Context: an optimization exercise on an open-source flow, tuned for small area, a short achievable clock period and few clock cycles per item. The choices shown serve that exercise and are no tape-out recipe. Function was checked by simulation only, so behaviour that the tests miss may differ from the original. Power and IR drop assume default switching activity.

<file path="design/flow/design.v">
module varint_unit (
  input             clk,
  input             rst,
  input             cmd_valid,
  output            cmd_ready,
  input      [7:0]  cmd_op,
  input      [63:0] cmd_arg,
  output            snk_valid,
  output     [7:0]  snk_data,
  input             snk_ready,
  input      [1:0]  snk_resp,
  output            src_req,
  input             src_ready,
  input      [7:0]  src_data,
  input      [1:0]  src_resp,
  output reg        rsp_valid,
  output reg [3:0]  rsp_status,
  output reg [63:0] rsp_res,
  output reg [79:0] rsp_buf
);
  localparam OP_VENC  = 8'h00;
  localparam OP_VENCB = 8'h01;
  localparam OP_VCNT  = 8'h02;
  localparam OP_VDEC  = 8'h10;
  localparam ST_OK      = 4'd0;
  localparam ST_EOS     = 4'd1;
  localparam ST_OVF     = 4'd2;
  localparam ST_IOERR   = 4'd6;
  localparam ST_ILLEGAL = 4'd7;
  localparam S_IDLE = 2'd0;
  localparam S_CALC = 2'd1;
  localparam S_ENC  = 2'd2;
  localparam S_DEC  = 2'd3;
  reg [1:0]  state;
  reg [7:0]  op;
  reg [63:0] val;      
  reg [63:0] acc;      
  reg [3:0]  nbytes;   
  function [3:0] varint_len(input [63:0] v);
    integer i;
    begin
      varint_len = 4'd1;
      for (i = 1; i < 10; i = i + 1)
        if ((v >> (7 * i)) != 64'd0)
          varint_len = i + 1;
    end
  endfunction
  function [79:0] varint_bytes(input [63:0] v);
    integer i;
    reg [63:0] rest;
    begin
      varint_bytes = 80'd0;
      rest = v;
      for (i = 0; i < 10; i = i + 1) begin
        if (i == 0 || rest != 64'd0) begin
          varint_bytes[8*i +: 7] = rest[6:0];
          varint_bytes[8*i + 7]  = (rest >> 7) != 64'd0;
        end
        rest = rest >> 7;
      end
    end
  endfunction
  assign cmd_ready = (state == S_IDLE);
  wire more_bytes = (val[63:7] != 57'd0);
  assign snk_valid = (state == S_ENC);
  assign snk_data  = {more_bytes, val[6:0]};
  assign src_req = (state == S_DEC);
  wire [63:0] acc_next = acc | ({57'd0, src_data[6:0]} << (7 * nbytes));
  always @(posedge clk) begin
    if (rst) begin
      state     <= S_IDLE;
      rsp_valid <= 1'b0;
    end else begin
      rsp_valid <= 1'b0;
      case (state)
        S_IDLE: begin
          if (cmd_valid) begin
            op     <= cmd_op;
            val    <= cmd_arg;
            acc    <= 64'd0;
            nbytes <= 4'd0;
            case (cmd_op)
              OP_VENC: state <= S_ENC;
              OP_VDEC: state <= S_DEC;
              default: state <= S_CALC;
            endcase
          end
        end
        S_CALC: begin
          rsp_valid <= 1'b1;
          state     <= S_IDLE;
          case (op)
            OP_VENCB: begin
              rsp_status <= ST_OK;
              rsp_res    <= {60'd0, varint_len(val)};
              rsp_buf    <= varint_bytes(val);
            end
            OP_VCNT: begin
              rsp_status <= ST_OK;
              rsp_res    <= {60'd0, varint_len(val)};
            end
            default: rsp_status <= ST_ILLEGAL;
          endcase
        end
        S_ENC: begin
          if (snk_ready) begin
            if (snk_resp != 2'd0) begin
              rsp_valid  <= 1'b1;
              rsp_status <= snk_resp[1] ? ST_IOERR : ST_EOS;
              state      <= S_IDLE;
            end else begin
              nbytes <= nbytes + 4'd1;
              val    <= val >> 7;
              if (!more_bytes) begin
                rsp_valid  <= 1'b1;
                rsp_status <= ST_OK;
                rsp_res    <= {60'd0, nbytes + 4'd1};
                state      <= S_IDLE;
              end
            end
          end
        end
        S_DEC: begin
          if (src_ready) begin
            if (src_resp != 2'd0) begin
              rsp_valid  <= 1'b1;
              rsp_status <= src_resp[1] ? ST_IOERR : ST_EOS;
              state      <= S_IDLE;
            end else begin
              acc    <= acc_next;
              nbytes <= nbytes + 4'd1;
              if (!src_data[7]) begin
                rsp_valid  <= 1'b1;
                rsp_status <= ST_OK;
                rsp_res    <= acc_next;
                state      <= S_IDLE;
              end else if (nbytes == 4'd9) begin
                rsp_valid  <= 1'b1;
                rsp_status <= ST_OVF;
                state      <= S_IDLE;
              end
            end
          end
        end
      endcase
    end
  end
endmodule
</file>
<file path="design/flow/config.mk">
export PLATFORM = sky130hd
export DESIGN_NAME = varint_unit
export DESIGN_NICKNAME = varint_unit
export VERILOG_FILES = /design/flow/design.v
export SDC_FILE = /design/flow/constraint.sdc
export NUM_CORES = 4
export LEC_CHECK = 0
export CAP_MARGIN = 20
export CORE_MARGIN = 2
export CORE_UTILIZATION = 40
export SLEW_MARGIN = 20
</file>
<file path="design/flow/constraint.sdc">
create_clock -name core_clock -period 5.0 [get_ports {clk}]
set_input_delay 1.0000 -clock core_clock [delete_from_list [all_inputs] [get_ports {clk}]]
set_output_delay 1.0000 -clock core_clock [all_outputs]
set_load 0.01 [all_outputs]
</file>
<file path="design/flow/run.sh">
#!/bin/bash
# synth_recipe.tcl (not shown) runs the flow's synth.tcl, then flattens the netlist and writes it again
# the make line also repeats each setting of config.mk as NAME=value (left out here)
make -C /OpenROAD-flow-scripts/flow DESIGN_CONFIG=/design/flow/config.mk WORK_HOME=/design/flow/orfs CLKGATE_MAP_FILE= SYNTH_SCRIPT=/design/flow/synth_recipe.tcl finish
</file>
==> qor.txt <==
Setup-failing EPs final -> 0
Most frequent cells in the layout -> 280 x edfxtp_1, 240 x clkdlybuf4s50_1, 141 x nor2_1
Internal -> 4.36 mW
Post-Synthesis Cells -> 783
Hold WC Path Type -> flop to flop
Reg-to-reg setup timing slack -> 1.59 ns
Initial antenna violation count -> 1
RSZ-0062 raised after global routing -> false
FF-to-FF End -> rsp_res[47]
Peak supply drop -> 0.000264 V
Status -> timing/DRC/antenna clean
Clock Power Share -> 35.2%
Fin nets -> 1055
EDFF count, synth -> 280
Router iterations before antenna repair -> 7
Vias -> 6696
Pin slew with the least headroom to its limit -> 0.973 ns
Placed cell area -> 13900 um2
Synth cell types -> 52
PortBufs -> 240
Hpwl dp -> 17.6 mm
DR DRC count -> 0
Cts hold-fix bufs -> 0
TritonCTS clock tree -> done
H-tree depth -> 1
Layout cell share with drive strength beyond 1 -> 12.2%
Crit Path Max Fanout -> 4
Synthesized flop and latch total -> 283
NetSw -> 1.33 mW
Post-route minimum period -> 4.03 ns
Relative slew slack -> 35.1%
Clock buffer depth -> 3
Final setup skew -> 0.0141 ns
Hold Path Cell Cnt -> 0
Post-synth top area share -> 74.0%
WL/cell -> 19.2 um
Tot Pwr -> 5.69 mW
Mapped cell area -> 11400 um2
Setup repair bufs after CTS -> 0
# resized after CTS -> 0
Async SR Flop Fraction -> 0%
Clock transition at path regs -> 0.06 ns
GR Overflow Total -> 0
Gpl congestion -> 0.768
Hold path start -> val[4]
CTS sink cnt -> 283
Iter 0 DRT Violations -> 411
Initial Util -> 40.8%
CTS Buf Count -> 29
Sequential share of the synthesized area -> 74.6%
Largest net degree at the start of global routing -> 73
Pwr dens -> 386 nW/um2
Final design instance area without fill -> 14700 um2
# diodes -> 0
Die Ht -> 172 um
Die span in x -> 172 um
Logic pwr share -> 11.9%
I/O pins -> 249
Via/cell ratio -> 4.94
# rows -> 61
Full die area -> 29800 um2
Post-Route WL -> 26.1 mm
Reg-to-reg critical path startpoint -> val[30]
Worst setup SP type -> flop
Pleak -> 4.85 nW
Number of synthesis warnings -> 1
Commonest non-fill, non-tap cell in the layout -> edfxtp_1
Final period util -> 80.5%
Slew Viols, Final -> 0
Maximum clock rate -> 248 MHz
Critical path class -> flop to output pin
Flop pwr share -> 52.9%
Critical Path Sink Type -> output pin
R2R depth -> 6
WP data required -> 4.00 ns
Max-cap viol count -> 0
Synth Area per Inst -> 14.5 um2
Area leader, netlist -> edfxtp_1
Worst Path Arrival -> 3.03 ns
Core area -> 27900 um2
First-pass GRT wire length -> 38.9 mm
Post-route ant nets -> 0
Area Overhead vs Synth -> 29.8%
Setup TNS -> 0 ns
Switching share of power -> 23.4%
Final Hold Viols -> 0
Synth area leaders -> edfxtp_1 74%, mux2_2 5.7%, nor2_1 4.7%
Vias in the first global route -> 6743
Tot GR Track Use -> 17.2%
Top FF cell, synth -> edfxtp_1
Clk Latency, worst-skew pair -> 0.53 ns
End point of the worst hold path -> rsp_buf[4]
CTS root buf -> clkbuf_16
[layout make-up]
| cell class | count | area (um2) |
|---|---|---|
| repair buffers | 246 | 2450 |
| well taps | 378 | 473 |
| inverters | 10 | 38.8 |
| flip-flops and latches | 283 | 8470 |
| multi-input cells | 389 | 2450 |
| fillers | 2351 | 13100 |
| clock inverters | 11 | 103 |
| clock buffers | 38 | 759 |
[cells by family (layout without fill, tap and decap cells)]
group | after synthesis | after routing | synth area share [%]
AND/OR/NAND/NOR | 221 | 221 | 9.24
adder cells (fa/ha/maj) | 7 | 7 | 0.771
other | 1 | 8 | 0.0330
flip-flops | 283 | 283 | 74.6
AO/OA/AOI/OAI | 92 | 92 | 4.83
buffers and inverters | 118 | 305 | 4.57
multiplexers | 59 | 59 | 5.83
XOR/XNOR | 2 | 2 | 0.154
[through the flow]
stage / setup WS, ns / hold WS [ns] / std cells / util, %
3_3_place_gp: 1.51 / 0.435 / 1306 / 49.8
4_1_cts: 0.895 / 0.455 / 1355 / 52.9
5_1_grt: 0.743 / 0.459 / 1355 / 52.9
3_5_place_dp: 1.47 / 0.442 / 1306 / 49.8
2_1_floorplan: 0.170 / 0.428 / 790 / -
6_report: 0.975 / 0.451 / 1355 / 52.9
[power groups by stage]
| stage | Clock, mW | Sequential (mW) | Combinational [mW] |
|---|---|---|---|
| 2_1_floorplan | 0 | 3.08 | 0.328 |
| 3_3_place_gp | 0 | 3.05 | 0.684 |
| 3_5_place_dp | 0 | 3.06 | 0.680 |
| 4_1_cts | 2.05 | 3.01 | 0.685 |
| 5_1_grt | 2.15 | 3.03 | 0.736 |
| 6_report | 2.00 | 3.01 | 0.677 |
[worst max-delay path by stage]
| stage | from | to | slack [ns] |
|---|---|---|---|
| after global placement | val[45] | snk_data[7] | 1.51 |
| final | val[30] | snk_data[7] | 0.97 |
| after detailed placement | val[30] | snk_data[7] | 1.47 |
| after CTS | val[30] | snk_data[7] | 0.90 |
| after floorplan | src_resp[0] | acc[0] | 0.17 |
| after global routing | val[45] | snk_data[7] | 0.74 |
[synth_stat cells (2+ instances only)]
cell      number
buf_1          4
o21ai_0        6
clkbuf_1      85
nor4_4         3
a31oi_1        2
a221o_1        3
dfxtp_1        3
a21oi_1       65
nor2_1       141
inv_1          8
nand2_1       20
nor4_2         3
nor2b_1       10
ha_1           7
mux2i_1        2
mux2_2        57
buf_4         17
a221oi_2       2
edfxtp_1     280
nor3_1        13
nor4_1         8
nand4_1        2
xor2_1         2
a221oi_1       2
nand2b_1       6
nand3_1        4
and2_1         3
[registers in the layout, indices dropped and copies added (netlist names)]
register	flops
rsp_buf	73
acc	64
rsp_res	64
val	64
op	8
nbytes	4
rsp_status	3
state	2
rsp_valid	1
[worst max-delay path: stages (launching register included)]
cell	delay, ns
edfxtp_1	0.41
nor4_1	0.57
nand4_1	0.30
nor4_4	0.57
inv_2	0.13
clkdlybuf4s50_1	0.52
[routing by layer]
layer  up-vias  wire length [um]  track usage (%)
met1      3324             10800             22.7
met5         -                 0                0
met2       205             13000             29.8
met3        31              1840             3.30
li1       3136                 -                -
met4         0               419             3.84
Testbench counts, summed over its fixed seeds: cycles 23,574, items 4,800.

separate check: timing with driven ports:
No port has a modelled driver above. Below, the same layout with a new extraction and two added sets of constraints.
Step 1: set_driving_cell puts a clkbuf_16 on clk and a buf_2 on each other input, an assumption about the parent block.
Step 2 times the ports against the registers' clock, not the clock port: input delays grow and output delays shrink by t, the midpoint of the rising clock arrivals with the driver on.
Three values: ideal, step 1, step 2; two values: the first two.
t, ns: 0.576
setup WS [ns]: 0.975 / 0.926 / 1.502
latest minus earliest clock arrival (ns): 0.014 / 0.014
worst register clock-pin slew, ns: 0.06 / 0.06
After both steps this run still meets setup and hold. The setup slack of this run moves by -0.049 ns with the drivers and by +0.527 ns with both steps.
